This design comes from an exercise in tuning for small area on the open sky130 flow, not from production work.
Only simulation tests tie the RTL to the original design; equivalence was not proved.
Power and IR drop assume default switching activity.

Design ts4231_ctrl, start of the top module:
module ts4231_ctrl(clk, rst, tick_us, tick_ms, cmd_valid, cmd, e_in, d_in, e_oe, e_out, d_oe, d_out, busy, res_valid, res_ok, res_status, res_bus, res_data, configured);
Size in the first run: ~420 cells after synthesis, roughly 40 flip-flops, ~0.0032 sq mm of cells after synthesis.
clock: 10.0 ns
lec_check: 0
cap_margin: 5
core_margin: 2
core_utilization: 65
slew_margin: 5
standard.sh (not shown) runs the stock make flow with config.mk's settings and CLKGATE_MAP_FILE= SYNTH_SCRIPT=/design/flow/synth_recipe.tcl, a recipe that flattens the netlist after the stock synthesis.
==> flow/flow/run.sh <==
#!/bin/bash
set -euo pipefail
export BUFFER_PORTS_ARGS="-buffer_cell sky130_fd_sc_hd__buf_1"
export GPL_KEEP_OVERFLOW=0
export CTS_ARGS="-sink_clustering_enable -repair_clock_nets -dont_use_dummy_load -buf_list \"sky130_fd_sc_hd__clkbuf_4 sky130_fd_sc_hd__clkbuf_8\" -root_buf sky130_fd_sc_hd__clkbuf_8"
bash standard.sh > orfs_make.log 2>&1
Edit:
==> flow/flow/run.sh (replaced) <==
#!/bin/bash
set -euo pipefail
export BUFFER_PORTS_ARGS="-buffer_cell sky130_fd_sc_hd__buf_1"
export GPL_KEEP_OVERFLOW=0
export CTS_ARGS="-sink_clustering_enable -repair_clock_nets -dont_use_dummy_load -buf_list sky130_fd_sc_hd__clkbuf_8 -root_buf sky130_fd_sc_hd__clkbuf_8"
bash standard.sh > orfs_make.log 2>&1
Outcome: Hold slack does not change. Via count does not change. First-iteration DRC count does not change. Synthesized area is unchanged. Total power stays the same. Design area stays the same. Wire length stays the same. Core utilization does not change. Global-route usage is unchanged. Die area is unchanged.

---

The RTL this note starts from:
==> flow/design.v <==
module ts4231_ctrl (
    input  wire        clk,
    input  wire        rst,
    input  wire        tick_us,
    input  wire        tick_ms,
    input  wire        cmd_valid,
    input  wire [18:0] cmd,
    input  wire        e_in,
    input  wire        d_in,
    output reg         e_oe,
    output reg         e_out,
    output reg         d_oe,
    output reg         d_out,
    output wire        busy,
    output wire        res_valid,
    output wire        res_ok,
    output wire [2:0]  res_status,
    output wire [2:0]  res_bus,
    output wire [15:0] res_data,
    output reg         configured
);
    localparam [5:0]
        S_IDLE0 = 6'd0,  S_IOK = 6'd1,  S_FIN  = 6'd2, S_IBUS = 6'd48, S_IVER = 6'd49, S_IFAIL = 6'd50,
        S_VS0   = 6'd3,  S_VD0   = 6'd4,  S_GAPV = 6'd5,  S_GAPR = 6'd6,
        S_H0 = 6'd7,  S_H1 = 6'd8,  S_H2 = 6'd9,  S_H3 = 6'd10,
        S_H4 = 6'd11, S_H5 = 6'd12, S_H6 = 6'd13,
        S_F0 = 6'd14, S_F1 = 6'd15, S_F2 = 6'd16, S_F3 = 6'd17,
        S_WA = 6'd18, S_WB = 6'd19, S_WC = 6'd20,
        S_R4 = 6'd21, S_R5 = 6'd22, S_R6 = 6'd23, S_R7 = 6'd24,
        S_RA = 6'd25, S_RS = 6'd26, S_RB = 6'd27,
        S_T0 = 6'd28, S_T1 = 6'd29, S_T2 = 6'd30, S_T3 = 6'd31,
        S_K0 = 6'd32, S_C0 = 6'd33, S_C1 = 6'd34,
        S_K2 = 6'd35, S_K3 = 6'd36, S_K4 = 6'd37, S_K5 = 6'd38,
        S_REC = 6'd39, S_P0 = 6'd40, S_PZ = 6'd41,
        S_P1 = 6'd42, S_P2 = 6'd43,
        S_VS1 = 6'd44, S_VD1 = 6'd45, S_VS2 = 6'd46, S_VD2 = 6'd47;
    reg [5:0]  state, nstate;
    reg [15:0] sr;           
    reg [8:0]  dc;           
    reg [1:0]  va, vb;       
    reg [1:0]  op;           
    reg        fl;           
    reg        mis;          
    wire idle = (state == S_IDLE0) || (state == S_IOK) || (state == S_IBUS) ||
                (state == S_IVER) || (state == S_IFAIL);
    wire acc  = idle && cmd_valid && (cmd[18:16] != 3'd7);
    assign busy       = !idle;
    assign res_valid  = idle && (state != S_IDLE0);
    assign res_ok     = (state == S_IOK);
    assign res_status = {state == S_IOK, (state == S_IVER) || (state == S_IFAIL),
                         (state == S_IBUS) || (state == S_IFAIL)};
    wire   veq        = (va == vb);
    assign res_bus    = veq ? {1'b0, va} : 3'd4;
    assign res_data   = {2'b00, sr[13:0]};
    wire d1done = tick_us && dc[0];
    wire vdone  = tick_us && dc[8] && dc[7] && dc[6] && dc[5] && dc[4] && dc[2];
    wire rdone  = tick_us && dc[6] && dc[5] && dc[2];
    wire lpend  = ({va, vb} == 4'd0);
    wire v_idle   = veq && (va == 2'd0);
    wire v_sleep  = veq && (va == 2'd1);
    wire v_watch  = veq && (va == 2'd2);
    wire v_config = veq && (va == 2'd3);
    reg isd1;
    always @(*) begin
        case (state)
            S_H0, S_H1, S_H2, S_H3, S_H4, S_H5, S_F1, S_F2, S_F3, S_WA, S_WB, S_WC,
            S_R4, S_R5, S_R6, S_R7, S_RA, S_RB, S_T0, S_T1, S_T2, S_P0, S_PZ: isd1 = 1'b1;
            default: isd1 = 1'b0;
        endcase
    end
    wire isvd = (state == S_VD0) || (state == S_VD1) || (state == S_VD2);
    wire dclr = isvd ? vdone : (state == S_REC) ? rdone : (!isd1 || d1done);
    always @(*) begin
        {e_oe, e_out, d_oe, d_out} = 4'b0000;
        case (state)
            S_H0, S_H2, S_R7, S_RB, S_K4, S_P0: {e_oe, e_out, d_oe, d_out} = 4'b1000;
            S_H1, S_H3, S_F0, S_R6, S_RA, S_RS, S_C0, S_K5:
                                                {e_oe, e_out, d_oe, d_out} = 4'b1100;
            S_H4, S_F2, S_T1:                   {e_oe, e_out, d_oe, d_out} = 4'b1110;
            S_H5, S_F1, S_R5, S_T2, S_C1:       {e_oe, e_out, d_oe, d_out} = 4'b1111;
            S_H6, S_T3, S_K0:                   {e_oe, e_out, d_oe, d_out} = 4'b0011;
            S_F3, S_T0, S_K3:                   {e_oe, e_out, d_oe, d_out} = 4'b1010;
            S_R4, S_K2:                         {e_oe, e_out, d_oe, d_out} = 4'b1011;
            S_WA, S_WC:                         {e_oe, e_out, d_oe, d_out} = {3'b101, sr[14]};
            S_WB:                               {e_oe, e_out, d_oe, d_out} = {3'b111, sr[14]};
            default: ;
        endcase
    end
    always @(*) begin
        nstate = state;
        case (state)
            S_IDLE0, S_IOK, S_IBUS, S_IVER, S_IFAIL:
                if (acc) case (cmd[18:16])
                    3'd0, 3'd1: nstate = S_VS0;
                    3'd2, 3'd3: nstate = S_F0;
                    3'd4:       nstate = S_H0;
                    default:    nstate = configured ? S_VS0 : S_FIN;
                endcase
            S_FIN:  nstate = S_IFAIL;
            S_VS0:  nstate = S_VD0;
            S_VD0:  if (vdone) nstate = S_VS1;
            S_VS1:  nstate = S_VD1;
            S_VD1:  if (vdone) nstate = S_VS2;
            S_VS2:  nstate = S_VD2;
            S_VD2:  if (vdone) case (op)
                        2'd0: nstate = S_IOK;
                        2'd1: nstate = v_idle ? S_P1 : S_IOK;
                        2'd2: if (!configured) nstate = v_config ? S_F0 : S_IBUS;
                              else if (!fl && v_sleep) nstate = S_K0;
                              else if (!fl && v_config) nstate = S_C0;
                              else nstate = v_watch ? S_IOK : S_IFAIL;
                        default: nstate = v_sleep ? S_IOK : (!fl && v_watch) ? S_P0 : S_IFAIL;
                    endcase
            S_GAPV: nstate = S_VS0;
            S_GAPR: nstate = S_F0;
            S_H0:   if (d1done) nstate = S_H1;
            S_H1:   if (d1done) nstate = S_H2;
            S_H2:   if (d1done) nstate = S_H3;
            S_H3:   if (d1done) nstate = S_H4;
            S_H4:   if (d1done) nstate = S_H5;
            S_H5:   if (d1done) nstate = S_H6;
            S_H6:   nstate = S_GAPV;
            S_F0:   nstate = S_F1;
            S_F1:   if (d1done) nstate = S_F2;
            S_F2:   if (d1done) nstate = S_F3;
            S_F3:   if (d1done) nstate = fl ? S_R4 : S_WA;
            S_WA:   if (d1done) nstate = S_WB;
            S_WB:   if (d1done) nstate = S_WC;
            S_WC:   if (d1done) nstate = lpend ? S_T0 : S_WA;
            S_R4:   if (d1done) nstate = S_R5;
            S_R5:   if (d1done) nstate = S_R6;
            S_R6:   if (d1done) nstate = S_R7;
            S_R7:   if (d1done) nstate = S_RA;
            S_RA:   if (d1done) nstate = S_RS;
            S_RS:   nstate = S_RB;
            S_RB:   if (d1done) nstate = lpend ? S_T0 : S_RA;
            S_T0:   if (d1done) nstate = S_T1;
            S_T1:   if (d1done) nstate = S_T2;
            S_T2:   if (d1done) nstate = S_T3;
            S_T3:   nstate = (op != 2'd2) ? S_IOK : (!fl ? S_GAPR : (mis ? S_IVER : S_GAPV));
            S_K0:   nstate = S_K2;
            S_C0:   nstate = S_C1;
            S_C1:   nstate = S_K2;
            S_K2:   nstate = S_K3;
            S_K3:   nstate = S_K4;
            S_K4:   nstate = S_K5;
            S_K5:   nstate = S_REC;
            S_REC:  if (rdone) nstate = S_GAPV;
            S_P0:   if (d1done) nstate = S_PZ;
            S_PZ:   if (d1done) nstate = S_GAPV;
            S_P1:   if (d_in) nstate = S_P2; else if (mis) nstate = S_IFAIL;
            S_P2:   if (!d_in) nstate = S_IOK; else if (mis) nstate = S_IFAIL;
            default: nstate = S_IDLE0;
        endcase
    end
    always @(posedge clk) begin
        state <= rst ? S_IDLE0 : nstate;
        dc    <= dclr ? 9'd0 : dc + {8'd0, tick_us};
        if (rst) configured <= 1'b0;
        else if (acc && cmd[18:16] == 3'd4)
            configured <= 1'b0;
        else if (state == S_T3 && op == 2'd2 && fl && !mis)
            configured <= 1'b1;
        if (idle) begin
            mis <= cmd[15] | cmd[14];
            fl  <= (cmd[18:16] == 3'd3);
            op  <= {cmd[18], (cmd[18:16] == 3'd1) || (cmd[18:16] == 3'd6)};
        end
        if (acc) sr <= cmd[15:0];
        case (state)
            S_VS0, S_VS1: begin va <= vb; vb <= {e_in, d_in}; end
            S_VS2: if (!veq) begin
                    if ({e_in, d_in} == va) vb <= va;
                    else                    va <= {e_in, d_in};
                end
            S_VD2: if (vdone) begin
                if (!op[1])    mis <= 1'b0;
                if (configured) fl <= 1'b1;
            end
            S_F3: if (d1done) {va, vb} <= fl ? 4'd13 : 4'd14;
            S_WC: if (d1done) begin
                {va, vb} <= {va, vb} - 4'd1;
                sr <= {sr[14:0], sr[14]};
            end
            S_RS: begin
                sr  <= {sr[14:0], d_in};
                mis <= mis | (d_in ^ sr[13]);
            end
            S_RB: if (d1done) {va, vb} <= {va, vb} - 4'd1;
            S_T3: fl <= !fl;
            S_P1, S_P2: begin
                if (tick_ms) begin
                    if (sr == 16'd0) mis <= 1'b1;
                    else             sr  <= sr - 16'd1;
                end
            end
            default: ;
        endcase
    end
endmodule
clock: 10.0 ns
lec_check: 0
cap_margin: 20
core_margin: 2
core_utilization: 40
slew_margin: 20
run.sh (not shown) runs the stock make flow with config.mk's settings and CLKGATE_MAP_FILE= SYNTH_SCRIPT=/design/flow/synth_recipe.tcl, a recipe that flattens the netlist after the stock synthesis.
Stock flow here: none of the scripts above is used.
The first run ran to the end with no violations.
Next try:
==> flow/flow/run.sh (new file) <==
#!/bin/bash
set -euo pipefail
export BUFFER_PORTS_ARGS="-buffer_cell sky130_fd_sc_hd__buf_1"
export CTS_ARGS="-sink_clustering_enable -repair_clock_nets -dont_use_dummy_load"
bash standard.sh > orfs_make.log 2>&1
==> flow/standard.sh (new file) <==
#!/bin/bash
# synth_recipe.tcl (not shown) runs the flow's synth.tcl, then flattens the netlist and writes it again
# the make line also repeats each setting of config.mk as NAME=value (left out here)
make -C /OpenROAD-flow-scripts/flow DESIGN_CONFIG=/design/flow/config.mk WORK_HOME=/design/flow/orfs CLKGATE_MAP_FILE= SYNTH_SCRIPT=/design/flow/synth_recipe.tcl "${@:-finish}"
removed: flow/run.sh
Outcome: Register-to-register slack gains 0.08 ns; critical path depth rose by 1; area after synthesis does not change; design area fell by a little under a tenth.

[what the ideal ports hide]
The results above use ideal ports. As a check the final layouts listed here were re-extracted and re-timed, cells and wires unchanged. Step 1, drivers: a clkbuf_16 drives clk and a buf_2 each remaining input, both assumed. Step 2 adds t to the input delays and takes it off the output delays; t is the mean of the earliest and latest rising clock arrival at the registers after step 1. Input paths then give back, and output paths get back, about the clock's delay inside the block. Slacks: ideal ports / drivers / drivers and shift; pairs: ideal ports / drivers.
| run | shift t [ns] | slack for setup (ns) | worst hold slack (ns) | clock arrival spread, ns | worst register clock-pin slew, ns |
|---|---|---|---|---|---|
| the first run of note 1 | 0.316 | 5.590 / 5.564 / 5.591 | 0.517 / 0.517 / 0.517 | 0.023 / 0.023 | 0.08 / 0.08 |
| the second run of note 1 | 0.316 | 5.590 / 5.564 / 5.591 | 0.517 / 0.517 / 0.517 | 0.023 / 0.023 | 0.08 / 0.08 |
| the first run of note 2 | 0.326 | 5.168 / 5.134 / 5.120 | 0.548 / 0.548 / 0.548 | 0.016 / 0.015 | 0.10 / 0.10 |
| the second run of note 2 | 0.320 | 5.661 / 5.628 / 5.398 | 0.547 / 0.547 / 0.547 | 0.024 / 0.024 | 0.09 / 0.09 |
After both steps every run listed still meets setup and hold. For the second run of note 2, which loses most, drivers alone change the setup slack by -0.033 ns; drivers and shift together by -0.263 ns.
